This design comes from an exercise in tuning for small area, a short achievable clock period and few clock cycles on the open sky130 flow, not from production work. At most, simulation tests tie the RTL to the original design; equivalence was not proved. Power and IR drop assume default switching activity.

old:
==> flow/design.v (excerpt) <==
module twb_flash_engine (
    input  wire        clk,
    input  wire        rst,
    input  wire        cmd_valid,
    output wire        cmd_ready,
    input  wire        cmd_verify,       
    input  wire [15:0] cmd_length,       
    input  wire [15:0] cmd_start_page,
    input  wire [7:0]  cmd_page_size,    
    input  wire        buf_valid,
    output wire        buf_ready,
    input  wire [7:0]  buf_data,
    output wire        tx_valid,
    input  wire        tx_ready,
    output wire [7:0]  tx_data,
    output wire        tx_last,
    input  wire        ack_valid,
    output wire        ack_ready,
    input  wire        ack_ok,
    input  wire        rx_valid,
    output wire        rx_ready,
    input  wire [7:0]  rx_data,
    output reg         rsp_valid,
    output reg  [2:0]  rsp_status,
    output wire [15:0] rsp_page
);
Size: ~740 cells after synthesis, roughly 110 flip-flops, ~0.0070 mm2 of cells after synthesis.
Settings: LEC_CHECK=0, CAP_MARGIN=20, CORE_MARGIN=2, CORE_UTILIZATION=40, SLEW_MARGIN=20; clock period 11.0 ns.
standard.sh (not shown) runs the stock make flow with config.mk's settings and CLKGATE_MAP_FILE= SYNTH_SCRIPT=/design/flow/synth_recipe.tcl, a recipe that flattens the netlist after the stock synthesis.
==> flow/flow/run.sh <==
#!/bin/bash
# Standard ORFS layout with small port buffers and a lighter clock tree.
set -euo pipefail
export BUFFER_PORTS_ARGS="-buffer_cell sky130_fd_sc_hd__buf_1"
export CTS_ARGS="-sink_clustering_enable -repair_clock_nets -dont_use_dummy_load -buf_list {sky130_fd_sc_hd__clkbuf_4 sky130_fd_sc_hd__clkbuf_8} -sink_clustering_size 24 -sink_clustering_max_diameter 80"
export SETUP_SLACK_MARGIN=7.6
bash standard.sh > standard.log 2>&1
Modified inputs, new compared to old
--- a/flow/flow/run.sh
+++ b/flow/flow/run.sh
@@ -6 +5,0 @@
-export SETUP_SLACK_MARGIN=7.6
==> comparison <==
- Data arrival time of the critical path delta for new relative to old: 0.33 ns higher
- Logic depth of the worst path, buffers included in new is 1 lower than in old
- In terms of share of synthesized cell area in and, or, nand and nor gates, old and new differ only marginally.
- Wire: new routes less than old
- new: setup slack of the critical path after layout is 0.35 ns lower than what old reported.
- Summed area of non-filler cells in the final layout of new falls short of that of old by more than 10%.
- Of new and old, the run reporting the lower detailed-route wire length per cell was new.
- Relative to old, the non-clock buffer count measured on new has decreased by more than a quarter.
- Compared with old, new improves via count.
- Compared with old, new is the less power-hungry design.
- Taking old as the reference point, the register-to-register slack of new falls by 1.29 ns.
No run of this note included a check of the RTL's function; only the layout flow was run.

## yarrow
Another version of the RTL of twb_flash_engine (not shown whole).
Size: about 740 cells after synthesis, roughly 99 I/O pins, roughly 7000 um2 of cells after synthesis.
export LEC_CHECK = 0
export CAP_MARGIN = 20
export CORE_MARGIN = 2
export CORE_UTILIZATION = 40
export SLEW_MARGIN = 20
create_clock -name core_clock -period 11.0 [get_ports {clk}]
==> flow/flow/run.sh <==
#!/bin/bash
# Standard ORFS layout with small port buffers and a lighter clock tree.
set -euo pipefail
export BUFFER_PORTS_ARGS="-buffer_cell sky130_fd_sc_hd__buf_1"
export CTS_ARGS="-sink_clustering_enable -repair_clock_nets -dont_use_dummy_load -buf_list {sky130_fd_sc_hd__clkbuf_4 sky130_fd_sc_hd__clkbuf_8} -sink_clustering_size 24 -sink_clustering_max_diameter 80"
bash standard.sh > standard.log 2>&1
yarrow completed every stage of the flow, and the final layout passed the timing, design-rule and antenna checks.
## Diff of input files: lagoon against yarrow
-- flow/flow/run.sh --
<<< yarrow, line 6
>>> lagoon, line 6
export SETUP_SLACK_MARGIN=7.5
### Flow results
[lagoon vs yarrow] wire length of the first global-routing pass: higher in lagoon
Origin of the worst setup path = cmd_valid: yarrow; origin of the worst setup path = cmd_page_size[5]: lagoon
lagoon vs yarrow: power consumption up in lagoon
Sequential power: lagoon vs yarrow — no meaningful difference
yarrow → lagoon: number of sequential cells stayed essentially flat, total routing resource utilization after global routing +1.0 points, post-synthesis simple-gate area fraction held, required time at the worst-slack endpoint went up.
On proportion of total power due to net switching: between yarrow and lagoon, it ends up higher for lagoon.
Function was not checked in any run of this note: the RTL went through the layout flow alone.

Setup of main:
twb_flash_engine, a different RTL version from the one above (not shown whole).
Size: about 730 cells after synthesis, roughly 120 flip-flops, about 99 I/O pins, roughly 7000 um^2 of cells after synthesis.
==> flow/config.mk <==
export PLATFORM = sky130hd
export DESIGN_NAME = twb_flash_engine
export DESIGN_NICKNAME = twb_flash_engine
export VERILOG_FILES = /design/flow/design.v
export SDC_FILE = /design/flow/constraint.sdc
export NUM_CORES = 4
export LEC_CHECK = 0
export CAP_MARGIN = 20
export CORE_MARGIN = 2
export CORE_UTILIZATION = 40
export SLEW_MARGIN = 20
==> flow/constraint.sdc <==
create_clock -name core_clock -period 11.0 [get_ports {clk}]
set_input_delay 2.2000 -clock core_clock [delete_from_list [all_inputs] [get_ports {clk}]]
set_output_delay 2.2000 -clock core_clock [all_outputs]
set_load 0.01 [all_outputs]
==> flow/flow/run.sh <==
#!/bin/bash
# Standard ORFS layout with small port buffers and a lighter clock tree.
set -euo pipefail
export BUFFER_PORTS_ARGS="-buffer_cell sky130_fd_sc_hd__buf_1"
export CTS_ARGS="-sink_clustering_enable -repair_clock_nets -dont_use_dummy_load -buf_list {sky130_fd_sc_hd__clkbuf_4 sky130_fd_sc_hd__clkbuf_8} -sink_clustering_size 24 -sink_clustering_max_diameter 80"
bash standard.sh > standard.log 2>&1
In summary, main completed successfully, with a layout that passed the timing, design-rule and antenna checks.
Testbench counts of main, summed over its fixed seeds: cycles 62,306.
#### Input delta (the feature branch over main)
==> flow/run.sh (new file) <==
#!/bin/bash
# synth_recipe.tcl (not shown) runs the flow's synth.tcl, then flattens the netlist and writes it again
# the make line also repeats each setting of config.mk as NAME=value (left out here)
make -C /OpenROAD-flow-scripts/flow DESIGN_CONFIG=/design/flow/config.mk WORK_HOME=/design/flow/orfs CLKGATE_MAP_FILE= SYNTH_SCRIPT=/design/flow/synth_recipe.tcl finish
removed: flow/flow/run.sh
removed: flow/standard.sh
==> results.txt <==
The feature branch vs main: number of vias per cell up by a few percent. main has a higher setup slack of the critical path after layout than the feature branch. Between main and the feature branch, the average instance area after synthesis does not differ in any meaningful way. The feature branch reports a higher non-filler instance count after layout than main does.

twb_flash_engine, a different RTL version from the one above (not shown whole).
Size: about 780 cells after synthesis, about 120 flip-flops, ~99 I/O pins, ~7100 sq um of cells after synthesis.
Settings: LEC_CHECK=0, CAP_MARGIN=20, CORE_MARGIN=2, CORE_UTILIZATION=40, SLEW_MARGIN=20; clock period 11.0 ns.
==> flow/flow/run.sh <==
#!/bin/bash
# Standard ORFS layout with small port buffers and a lighter clock tree.
set -euo pipefail
export BUFFER_PORTS_ARGS="-buffer_cell sky130_fd_sc_hd__buf_1"
export CTS_ARGS="-sink_clustering_enable -repair_clock_nets -dont_use_dummy_load -buf_list {sky130_fd_sc_hd__clkbuf_4 sky130_fd_sc_hd__clkbuf_8} -sink_clustering_size 24 -sink_clustering_max_diameter 80"
export SETUP_SLACK_MARGIN=7.8
bash standard.sh > standard.log 2>&1
The first run completed without violations.
Next try:
--- a/flow/flow/run.sh
+++ b/flow/flow/run.sh
@@ -5,3 +5,3 @@
 export CTS_ARGS="-sink_clustering_enable -repair_clock_nets -dont_use_dummy_load -buf_list {sky130_fd_sc_hd__clkbuf_4 sky130_fd_sc_hd__clkbuf_8} -sink_clustering_size 24 -sink_clustering_max_diameter 80"
-export SETUP_SLACK_MARGIN=7.8
+export SETUP_SLACK_MARGIN=7.2
 bash standard.sh > standard.log 2>&1
The new run passed the timing, design-rule and antenna checks; area after synthesis stays the same; via count goes down by 8.1%; core utilization falls by 6.8 points; synthesized cell count stays the same; setup slack got worse by 0.22 ns.
Next try:
--- a/flow/flow/run.sh
+++ b/flow/flow/run.sh
@@ -5,3 +5,3 @@
 export CTS_ARGS="-sink_clustering_enable -repair_clock_nets -dont_use_dummy_load -buf_list {sky130_fd_sc_hd__clkbuf_4 sky130_fd_sc_hd__clkbuf_8} -sink_clustering_size 24 -sink_clustering_max_diameter 80"
-export SETUP_SLACK_MARGIN=7.2
+export SETUP_SLACK_MARGIN=7.5
 bash standard.sh > standard.log 2>&1
Routed wire length grows by 0.60%.
Final cell count grows by 0.74%.
Power grows by 1.6%.
Sequential power hardly moves.
Synthesized area stays the same.
Via count grows by 2.0%.
Next try:
--- a/flow/flow/run.sh
+++ b/flow/flow/run.sh
@@ -5,3 +5,2 @@
 export CTS_ARGS="-sink_clustering_enable -repair_clock_nets -dont_use_dummy_load -buf_list {sky130_fd_sc_hd__clkbuf_4 sky130_fd_sc_hd__clkbuf_8} -sink_clustering_size 24 -sink_clustering_max_diameter 80"
-export SETUP_SLACK_MARGIN=7.5
 bash standard.sh > standard.log 2>&1
Result: Power went down by 2.1%; setup slack gets worse by 0.65 ns; count of clock-buffer cells in the layout stays the same; non-clock buffer count went down by 12; clock skew went down by 0.0031 ns; wire length went down by 1.4%; via count went down by 1.3%; core utilization went down by 2.6 points.
Function was not checked in any run of this note: the RTL went through the layout flow alone.

build 47:
The RTL this note starts from:
==> flow/design.v <==
module twb_flash_engine (
    input  wire        clk,
    input  wire        rst,
    input  wire        cmd_valid,
    output wire        cmd_ready,
    input  wire        cmd_verify,       
    input  wire [15:0] cmd_length,       
    input  wire [15:0] cmd_start_page,
    input  wire [7:0]  cmd_page_size,    
    input  wire        buf_valid,
    output wire        buf_ready,
    input  wire [7:0]  buf_data,
    output wire        tx_valid,
    input  wire        tx_ready,
    output wire [7:0]  tx_data,
    output wire        tx_last,
    input  wire        ack_valid,
    output wire        ack_ready,
    input  wire        ack_ok,
    input  wire        rx_valid,
    output wire        rx_ready,
    input  wire [7:0]  rx_data,
    output reg         rsp_valid,
    output wire [2:0]  rsp_status,
    output wire [15:0] rsp_page
);
    reg        st_idle, st_hdr, st_data, st_ack, st_read, st_fin;
    reg        verify;
    reg [7:0]  ps;
    reg [15:0] rem;          
    reg [7:0]  cnt;          
    reg [15:0] idx;          
    reg [15:0] addr;         
    reg [15:0] crc;          
    reg        mul;
    reg        nmul;         
    reg [7:0]  o_data;
    reg        o_valid, o_last;
    reg [7:0]  s_data;
    reg        s_valid;
    reg        tx_valid_q, buf_ready_q, rx_ready_q;
    wire [3:0] step  = crc[3:0];
    wire [1:0] h     = crc[5:4];
    wire       acarry = crc[8];
    reg        busy;         
    assign cmd_ready = st_idle;
    wire       idle = ~busy;
    assign ack_ready = st_ack;
    assign tx_valid  = tx_valid_q;
    assign tx_data   = o_data;
    assign tx_last   = o_last;
    assign buf_ready = buf_ready_q;
    assign rx_ready  = rx_ready_q;
    assign rsp_page  = idx;
    assign rsp_status = crc[2:0];
    wire cmd_fire = idle & cmd_valid;
    wire tx_fire  = tx_valid_q & tx_ready;
    wire rx_fire  = rx_ready_q & rx_valid;
    wire buf_fire = buf_ready_q & buf_valid;
    wire ack_fire = st_ack & ack_valid;
    wire hdr_fire = st_hdr & tx_fire;
    wire lo_fire  = hdr_fire & (h == 2'd3);
    wire consume  = (st_data & tx_fire) | rx_fire;
    wire end_w    = st_data & tx_fire & o_last;
    wire end_v    = rx_fire & o_last;
    wire rem_nz   = |rem;
    wire more     = rem_nz | s_valid;
    wire       rx_ff  = &rx_data;
    wire [7:0] d      = rx_ff ? 8'h00 : (rx_data ^ o_data);
    wire [7:0] x      = crc[7:0] ^ d;
    wire       par    = ^x;
    wire [15:0] crc_upd = {par, x[7] ^ par, x[7:2] ^ x[6:1], crc[15] ^ x[1] ^ x[0],
                           crc[14] ^ x[0], crc[13:9], crc[8] ^ par};
    wire       crc_z  = (crc == 16'h0000);
    wire cnt_nz    = |cnt;
    wire in_page   = st_data | st_read | st_ack | (st_hdr & (h == 2'd3));
    wire ev        = consume | lo_fire;
    wire src_avail = s_valid | buf_valid | ~rem_nz;
    wire load      = in_page & cnt_nz & (ev | ~o_valid) & src_avail;
    wire [7:0] src = s_valid ? s_data : (rem_nz ? buf_data : 8'hFF);
    wire [7:0] add_a = nmul ? addr[7:0] : cnt;
    wire [7:0] add_b = (~nmul & ~addr[0]) ? 8'h00 : ps;
    wire [8:0] sum   = add_a + add_b;
    wire [7:0] hi_src = mul ? {cnt[0] ^ (addr[0] & ps[0]), addr[15:9]} : addr[15:8];
    wire adv_lo = hdr_fire & (h == 2'd2);
    wire adv_hi = st_hdr & (h == 2'd3) & acarry;
    wire adv    = adv_f | (ok_w & more);
    wire ok_w   = ack_fire & ack_ok & ~verify;
    wire adv_f  = st_fin & crc_z & more;
    wire ok_end = (ok_w & ~more) | (st_fin & crc_z & ~more) | abort;
    wire tr_end = ack_fire & ~ack_ok;
    wire ps_z   = (ps == 8'd0);
    wire abort  = st_hdr & mul & (step == 4'd1) & (ps_z | ~rem_nz);
    reg        n_idle, n_hdr, n_data, n_ack, n_read, n_fin;
    reg        n_mul;
    reg [7:0]  n_o;
    reg        n_ov, n_ol;
    reg        n_sv;
    reg [15:0] n_crc;
    always @(*) begin
        n_idle = idle | (st_fin & ~adv_f); n_hdr = st_hdr | adv_f; n_data = st_data; n_ack = st_ack;
        n_read = st_read; n_fin = 1'b0;
        if (cmd_fire) begin
            n_idle = 1'b0; n_hdr = 1'b1;
        end
        if (abort) begin
            n_idle = 1'b1; n_hdr = 1'b0;
        end
        if (lo_fire) begin
            n_hdr = 1'b0; n_data = ~verify; n_ack = verify;
        end
        if (end_w) begin
            n_data = 1'b0; n_ack = 1'b1;
        end
        if (ack_fire) begin
            n_ack  = 1'b0;
            n_read = ack_ok & verify;
            n_hdr  = ok_w & more;
            n_idle = ~ack_ok | (~verify & ~more);
        end
        if (end_v) begin
            n_read = 1'b0;
            n_fin  = 1'b1;
        end
        n_mul = cmd_fire | (mul & (step != 4'd15) & ~abort);
        if (idle) begin
            n_o = 8'h02; n_ov = 1'b1; n_ol = 1'b0;
        end else if (st_hdr & (h != 2'd3)) begin
            n_ov = 1'b1;
            case (h)
                2'd0:    begin n_o = 8'h01;    n_ol = 1'b0; end
                2'd1:    begin n_o = hi_src;   n_ol = 1'b0; end
                default: begin n_o = addr[7:0]; n_ol = verify; end
            endcase
            if (~tx_fire) begin
                n_o = o_data; n_ol = o_last;
            end
        end else if (ev) begin
            n_o  = cnt_nz ? src : 8'h02;
            n_ov = ~cnt_nz | src_avail;
            n_ol = cnt_nz & (cnt == 8'd1);
        end else begin
            n_o  = o_valid ? o_data : src;
            n_ov = o_valid | src_avail;
            n_ol = o_valid ? o_last : (cnt == 8'd1);
        end
        n_sv = idle ? 1'b0 : (s_valid ? ~load : (buf_fire & ~load));
        n_crc = {13'd0, st_fin & ~crc_z, 1'b0, (st_fin & ~crc_z) | tr_end | cmd_fire};
        if (st_read)
            n_crc = rx_fire ? crc_upd : crc;
        else if (abort)
            n_crc = {14'd0, ps_z, ps_z};
        else if (st_hdr & ~lo_fire)
            n_crc = {crc[15:9], adv_lo & sum[8], crc[7:6], h + {1'b0, tx_fire},
                     step + {3'd0, mul}};
    end
    reg [15:0] rem_bz, idx_c;
    integer bi;
    always @(*) begin
        for (bi = 0; bi < 16; bi = bi + 1) begin
            rem_bz[bi] = ~|(rem & ((16'd1 << bi) - 16'd1));
            idx_c[bi]  = &(idx | ~((16'd1 << bi) - 16'd1));
        end
    end
    wire [15:0] rem_dec = rem ^ rem_bz;
    wire [15:0] idx_inc = idx ^ idx_c;
    wire hdr_go  = ~mul | ((step >= 4'd13) & ~abort);    
    wire tv_fire = st_hdr ? ((h == 2'd3) ? ~verify & src_avail : hdr_go)
                          : (~o_last & src_avail);
    wire tv_hold = st_hdr ? ((h == 2'd3) | hdr_go)
                 : st_data ? (o_valid | src_avail)
                 : (ok_w & more) | adv_f;
    wire n_rem_nz = cmd_fire ? 1'b0 : (buf_fire ? (rem != 16'd1) : rem_nz);
    always @(posedge clk) begin
        if (rst) begin
            st_idle     <= 1'b1;
            busy        <= 1'b0;
            st_hdr      <= 1'b0;
            st_data     <= 1'b0;
            st_ack      <= 1'b0;
            st_read     <= 1'b0;
            st_fin      <= 1'b0;
            mul         <= 1'b0;
            nmul        <= 1'b1;
            tx_valid_q  <= 1'b0;
            buf_ready_q <= 1'b0;
            rx_ready_q  <= 1'b0;
            rsp_valid   <= 1'b0;
        end else begin
            st_idle     <= n_idle;
            busy        <= ~n_idle;
            st_hdr      <= n_hdr;
            st_data     <= n_data;
            st_ack      <= n_ack;
            st_read     <= n_read;
            st_fin      <= n_fin;
            mul         <= n_mul;
            nmul        <= ~n_mul;
            tx_valid_q  <= tx_fire ? tv_fire : tv_hold;
            buf_ready_q <= ~n_idle & ~n_sv & n_rem_nz;
            rx_ready_q  <= n_read & n_ov;
            rsp_valid   <= abort | (ok_w & ~more) | tr_end | (st_fin & ~adv_f);
        end
        o_data  <= n_o;
        o_valid <= n_ov;
        o_last  <= n_ol;
        s_valid <= n_sv;
        crc     <= n_crc;
        if (cmd_fire)      addr <= {cmd_start_page[0] & cmd_page_size[0], cmd_start_page[15:1]};
        else if (mul)      addr <= {sum[0], addr[15:1]};
        else if (adv_lo)   addr[7:0] <= sum[7:0];
        else if (adv_hi)   addr[15:8] <= addr[15:8] + 8'd1;
        if (cmd_fire)       rem <= cmd_length;
        else if (buf_fire)  rem <= rem_dec;
        if (cmd_fire) begin
            verify <= cmd_verify;
            ps     <= cmd_page_size;
        end
        if (cmd_fire)        cnt <= cmd_start_page[0] ? {1'b0, cmd_page_size[7:1]} : 8'd0;
        else if (mul)        cnt <= sum[8:1];
        else if (st_hdr)     cnt <= (lo_fire & load) ? cnt - 8'd1 : ps;
        else if (load)       cnt <= cnt - 8'd1;
        if (~s_valid)        
            s_data <= buf_data;
        if (cmd_fire)     idx <= cmd_start_page;
        else if (adv)     idx <= idx_inc;
        else if (ok_end)  idx <= 16'd0;
    end
endmodule
Settings: LEC_CHECK=0, CAP_MARGIN=20, CORE_MARGIN=2, CORE_UTILIZATION=40, SLEW_MARGIN=20; clock period 11.0 ns.
==> flow/flow/run.sh <==
#!/bin/bash
# Standard ORFS layout with small port buffers and a lighter clock tree.
set -euo pipefail
export BUFFER_PORTS_ARGS="-buffer_cell sky130_fd_sc_hd__buf_1"
export CTS_ARGS="-sink_clustering_enable -repair_clock_nets -dont_use_dummy_load -buf_list {sky130_fd_sc_hd__clkbuf_4 sky130_fd_sc_hd__clkbuf_8} -sink_clustering_size 24 -sink_clustering_max_diameter 80"
export SETUP_SLACK_MARGIN=7.4
bash standard.sh > standard.log 2>&1
Both conditions hold for build 47: the flow ran to the end and the final layout passed the timing, design-rule and antenna checks.
Testbench counts of build 47, summed over its fixed seeds: cycles 62,430.
Modified inputs, build 55 compared to build 47
Settings: PLACE_DENSITY newly set to 0.8; CORE_UTILIZATION changed from 40 to 65.
Notes after the runs:
Build 55 vs. build 47: period utilization went up by 1.2 points. Delta (build 55 minus build 47): final cell count lower; final wirelength went up; power grew by about 0.4%; routed via count divided by cell count now sits higher.
Relative to build 55, the following input files were edited for build 19:
Settings: changing CORE_UTILIZATION from 65 to 40; removing PLACE_DENSITY (formerly 0.8).
diff --git a/flow/flow/run.sh b/flow/flow/run.sh
--- a/flow/flow/run.sh
+++ b/flow/flow/run.sh
@@ -6 +6 @@
-export SETUP_SLACK_MARGIN=7.4
+export SETUP_SLACK_MARGIN=7.6
Findings:
- Across build 55 and build 19, the outcome is the same: a clean finish for every run.
- From build 55 to build 19 the numbers moved as follows: fraction of final layout cells sized beyond drive strength 1 picked up an extra 2.8 points, setup slack picked up an extra 0.19 ns, number of gates resized after cts picked up an extra 8, met3 track demand over resource in global routing lost 4.3 points, post-place setup slack picked up an extra 0.15 ns.
- Launch point of the worst path: rx_data[5] -> build 19, rx_data[1] -> build 55

[static timing again, ports no longer ideal]
Ports are ideal in the flow. The routed layouts listed here were re-timed in OpenROAD.
Step 1: set_driving_cell puts a clkbuf_16 on clk and a buf_2 on each other input, an assumption about the parent block.
Step 2 times the ports against the registers' clock, not the clock port: input delays grow and output delays shrink by t, the midpoint of the rising clock arrivals with the driver on.
Three values: no drivers, after step 1, after step 2; two values: the first two.
run | t (ns) | setup WS [ns] | latest minus earliest clock arrival (ns) | worst data-port slew with drivers (ns)
old | 0.467 | 6.794 / 6.801 / 6.335 | 0.027 / 0.027 | 0.05
new | 0.470 | 6.444 / 6.451 / 5.989 | 0.025 / 0.025 | 0.06
yarrow | 0.465 | 6.688 / 6.696 / 6.231 | 0.031 / 0.030 | 0.04
lagoon | 0.474 | 7.519 / 7.536 / 7.062 | 0.025 / 0.026 | 0.04
main | 0.473 | 5.958 / 5.972 / 5.499 | 0.025 / 0.025 | 0.07
the feature branch | 0.468 | 5.540 / 5.557 / 5.089 | 0.009 / 0.008 | 0.05
the first run of note 4 | 0.465 | 7.544 / 7.530 / 7.065 | 0.019 / 0.018 | 0.05
the second run of note 4 | 0.485 | 7.325 / 7.341 / 6.856 | 0.023 / 0.024 | 0.05
the third run of note 4 | 0.478 | 7.490 / 7.476 / 6.999 | 0.030 / 0.031 | 0.05
the fourth run of note 4 | 0.463 | 6.837 / 6.832 / 6.369 | 0.027 / 0.028 | 0.05
build 47 | 0.486 | 7.544 / 7.524 / 7.074 | 0.026 / 0.026 | 0.05
build 55 | 0.477 | 7.413 / 7.426 / 6.949 | 0.026 / 0.026 | 0.04
build 19 | 0.475 | 7.608 / 7.611 / 7.136 | 0.022 / 0.022 | 0.05
After both steps every run listed still meets setup and hold. For the third run of note 4, which loses most, drivers alone change the setup slack by -0.014 ns; drivers and shift together by -0.491 ns.
